From an optimization exercise on the open Yosys and OpenROAD flow, aimed at small area, a short achievable clock period and few clock cycles per item; shortcuts taken in it are not production practice. Function was checked by simulation only, so behaviour that the tests miss may differ from the original. Power and IR drop assume default switching activity.

==> flow/design.v (excerpt) <==
module seq_index (
    input  wire        clk,
    input  wire        rst,
    input  wire        in_valid,
    output wire        in_ready,
    input  wire [31:0] in_block,
    input  wire [31:0] in_num,
    input  wire [31:0] in_den,
    input  wire [12:0] in_len,
    output wire        out_valid,
    input  wire        out_ready,
    output wire [11:0] out_index
);
export LEC_CHECK = 0
export CAP_MARGIN = 20
export CORE_MARGIN = 2
export CORE_UTILIZATION = 40
export SLEW_MARGIN = 20
create_clock -name core_clock -period 16.0 [get_ports {clk}]
standard.sh (not shown) runs the stock make flow with config.mk's settings and CLKGATE_MAP_FILE= SYNTH_SCRIPT=/design/flow/synth_recipe.tcl, a recipe that flattens the netlist after the stock synthesis.
==> flow/flow/run.sh <==
#!/bin/bash
set -euo pipefail
bash standard.sh SETUP_SLACK_MARGIN=11 finish > standard_finish.log 2>&1
The first run finished with timing, DRC and antenna clean.
Testbench counts at the start, summed over its fixed seeds: cycles 102,223, items 3,200.
Next try:
==> flow/flow/run.sh (replaced) <==
#!/bin/bash
set -euo pipefail
bash standard.sh SETUP_SLACK_MARGIN=11 CTS_CLUSTER_SIZE=20 CTS_CLUSTER_DIAMETER=180 finish > standard_finish.log 2>&1
Outcome:
- The changed run finished with timing, DRC and antenna clean
- global-route usage decreases by 0.29 points
- non-clock buffer count decreases by 12
- core utilization decreases by 0.89 points
- power decreases by 10%
- synthesized area stays the same
- first-iteration DRC count increases by 0.99%
Next try:
==> flow/flow/run.sh (replaced) <==
#!/bin/bash
set -euo pipefail
bash standard.sh SETUP_SLACK_MARGIN=11.3 finish > standard_finish.log 2>&1
First-iteration DRC count rises by about 3%; wire length rises by about 2.4%; via count rises by 3.1%; power rises by about 18%; cell area rises by 5.5%; die area stays the same; area after synthesis does not change; synthesized cell count stays the same; core utilization rises by 2.6 points; global-route usage rises by 0.68 points.

* * *

Another version of the RTL of seq_index (not shown whole).
Size: roughly 2400 cells after synthesis, about 130 I/O pins, about 21000 um^2 of cells after synthesis.
Settings: LEC_CHECK=0, CAP_MARGIN=20, CORE_MARGIN=2, CORE_UTILIZATION=40, SLEW_MARGIN=20; clock period 16.0 ns.
==> flow/flow/run.sh <==
#!/bin/bash
set -euo pipefail
bash standard.sh SETUP_SLACK_MARGIN=12.7 finish > standard_finish.log 2>&1
The starting point passed the timing, design-rule and antenna checks.
Testbench counts at the start, summed over its fixed seeds: cycles 156,475, items 3,200.
Edit:
==> flow/run.sh (new file) <==
#!/bin/bash
# synth_recipe.tcl (not shown) runs the flow's synth.tcl, then flattens the netlist and writes it again
# the make line also repeats each setting of config.mk as NAME=value (left out here)
make -C /OpenROAD-flow-scripts/flow DESIGN_CONFIG=/design/flow/config.mk WORK_HOME=/design/flow/orfs CLKGATE_MAP_FILE= SYNTH_SCRIPT=/design/flow/synth_recipe.tcl finish
CAP_MARGIN = 60   (was 20)
CORE_UTILIZATION = 50   (was 40)
SLEW_MARGIN = 60   (was 20)
removed: flow/flow/run.sh
removed: flow/standard.sh
Synthesized cell count stays the same.
Setup slack gets worse by 1.1 ns.
Non-clock buffer count decreases by 182.
Combinational power decreases by 22%.
Global-route usage increases by 2.4 points.
Routed wire length decreases by 13%.
Via count decreases by 7.3%.
Die area decreases by 20%.
Power decreases by 4.0%.
Register-to-register slack gets worse by 1.1 ns.
Clock-buffer cell count decreases by 1.
Edit:
==> flow/flow/run.sh (new file) <==
#!/bin/bash
set -euo pipefail
bash standard.sh SETUP_SLACK_MARGIN=12 finish > standard_finish.log 2>&1
==> flow/standard.sh (new file) <==
#!/bin/bash
# synth_recipe.tcl (not shown) runs the flow's synth.tcl, then flattens the netlist and writes it again
# the make line also repeats each setting of config.mk as NAME=value (left out here)
make -C /OpenROAD-flow-scripts/flow DESIGN_CONFIG=/design/flow/config.mk WORK_HOME=/design/flow/orfs CLKGATE_MAP_FILE= SYNTH_SCRIPT=/design/flow/synth_recipe.tcl "${@:-finish}"
CAP_MARGIN = 20   (was 60)
CORE_UTILIZATION = 40   (was 50)
SLEW_MARGIN = 20   (was 60)
removed: flow/run.sh
After rerunning:
- The new run ran to the end with no violations
- cell count rose by 8.8%
- die area rose by 24%
- core utilization fell by 5.8 points
- power rose by 2.3%
- clock power fell by about 0.7%
- area after synthesis is unchanged
- routed wire length rose by 9.3%
- sequential share of layout area fell by 2.7 points
- count of clock-buffer cells in the layout fell by 9
- cell area rose by 13%
- worst setup slack improved by 1.1 ns
Edit:
==> flow/flow/run.sh (replaced) <==
#!/bin/bash
set -euo pipefail
bash standard.sh SETUP_SLACK_MARGIN=11 finish > standard_finish.log 2>&1
=> Sequential power hardly moves; cell count falls by 3.3%; non-clock buffer count goes down by 106; design area fell by 10%; clock power went up by about 2%; area after synthesis is unchanged; wire length fell by 7.1%; worst setup slack loses 0.46 ns.

* * *

== build 82 ==
Starting RTL as in the previous note.
clock: 16.0 ns
lec_check: 0
cap_margin: 20
core_margin: 2
core_utilization: 65
slew_margin: 20
run.sh (not shown) runs the stock make flow with config.mk's settings and CLKGATE_MAP_FILE= SYNTH_SCRIPT=/design/flow/synth_recipe.tcl, a recipe that flattens the netlist after the stock synthesis.
Stock flow here: none of the scripts above is used.
Testbench counts of build 82, summed over its fixed seeds: cycles 156,475, items 3,200.
Relative to build 82, the following input files were edited for build 20:
# build 82
export LEC_CHECK = 0
export CAP_MARGIN = 20
export CORE_MARGIN = 2
export CORE_UTILIZATION = 65
export SLEW_MARGIN = 20
create_clock -name core_clock -period 16.0 [get_ports {clk}]
# build 20
export LEC_CHECK = 0
export CAP_MARGIN = 20
export CORE_MARGIN = 2
export CORE_UTILIZATION = 40
export SLEW_MARGIN = 20
create_clock -name core_clock -period 16.0 [get_ports {clk}]
[summary]
[compare] base=build 82 new=build 20: clock-buffer cell count has decreased, worst-case hold slack has increased, setup slack has increased, via count of the first global-routing pass has decreased.
Relative to build 20, the following input files were edited for build 25:
# build 20
export LEC_CHECK = 0
export CAP_MARGIN = 20
export CORE_MARGIN = 2
export CORE_UTILIZATION = 40
export SLEW_MARGIN = 20
create_clock -name core_clock -period 16.0 [get_ports {clk}]
# build 25
export LEC_CHECK = 0
export CAP_MARGIN = 80
export CORE_MARGIN = 2
export CORE_UTILIZATION = 40
export SLEW_MARGIN = 80
create_clock -name core_clock -period 16.0 [get_ports {clk}]
Results
- Delta (build 25 minus build 20): final area higher, wire length higher, average wire per cell in the routed design roughly the same.
- Final critical-path share of the clock period on build 25 is up relative to build 20.
- Build 25 ends up with a met2 global-route usage that is 0.65 points higher than in build 20.
- Taking build 20 as the reference point, the global-route usage of build 25 rises by 0.54 points.
- Build 25 against build 20; fmax is down by a little under 10%.

## what the ideal ports hide
No port has a modelled driver above. Below, the same layouts with a new extraction and two added sets of constraints. Step 1 (the two cells are an assumption about what drives the block):
set clk [get_ports {clk}]
set_driving_cell -lib_cell sky130_fd_sc_hd__clkbuf_16 $clk
set_driving_cell -lib_cell sky130_fd_sc_hd__buf_2 [delete_from_list [all_inputs] $clk]
Step 2 moves the port delays by t, midway between the first and last clock arrival at a register: inputs arrive t later, outputs are due t later. That takes back most of the time a late clock gives input paths. Slacks: ideal / step 1 / step 2; pairs: ideal / step 1.
run	t (ns)	setup WS [ns]	latest minus earliest clock arrival (ns)	worst register clock-pin slew, ns	worst data-port slew with drivers (ns)
the first run of note 1	0.603	11.094 / 11.094 / 10.990	0.029 / 0.029	0.06 / 0.06	0.11
the second run of note 1	0.585	11.019 / 11.019 / 10.928	0.022 / 0.022	0.10 / 0.10	0.10
the third run of note 1	0.601	11.107 / 11.107 / 10.979	0.030 / 0.031	0.06 / 0.06	0.11
the first run of note 2	0.637	11.598 / 11.598 / 11.598	0.014 / 0.014	0.07 / 0.07	0.06
the second run of note 2	0.641	10.454 / 10.454 / 10.454	0.015 / 0.015	0.06 / 0.06	0.07
the third run of note 2	0.656	11.562 / 11.562 / 11.562	0.021 / 0.020	0.07 / 0.07	0.04
the fourth run of note 2	0.639	11.101 / 11.042 / 11.114	0.032 / 0.032	0.06 / 0.06	0.06
build 82	0.611	9.611 / 9.611 / 9.611	0.025 / 0.026	0.07 / 0.07	0.07
build 20	0.639	10.136 / 10.136 / 10.136	0.033 / 0.033	0.06 / 0.06	0.06
build 25	0.638	9.666 / 9.666 / 9.666	0.023 / 0.022	0.07 / 0.07	0.05
After both steps setup and hold are still met in every run listed. For the third run of note 1, which loses most, drivers alone change the setup slack by 0.000 ns; drivers and shift together by -0.128 ns.
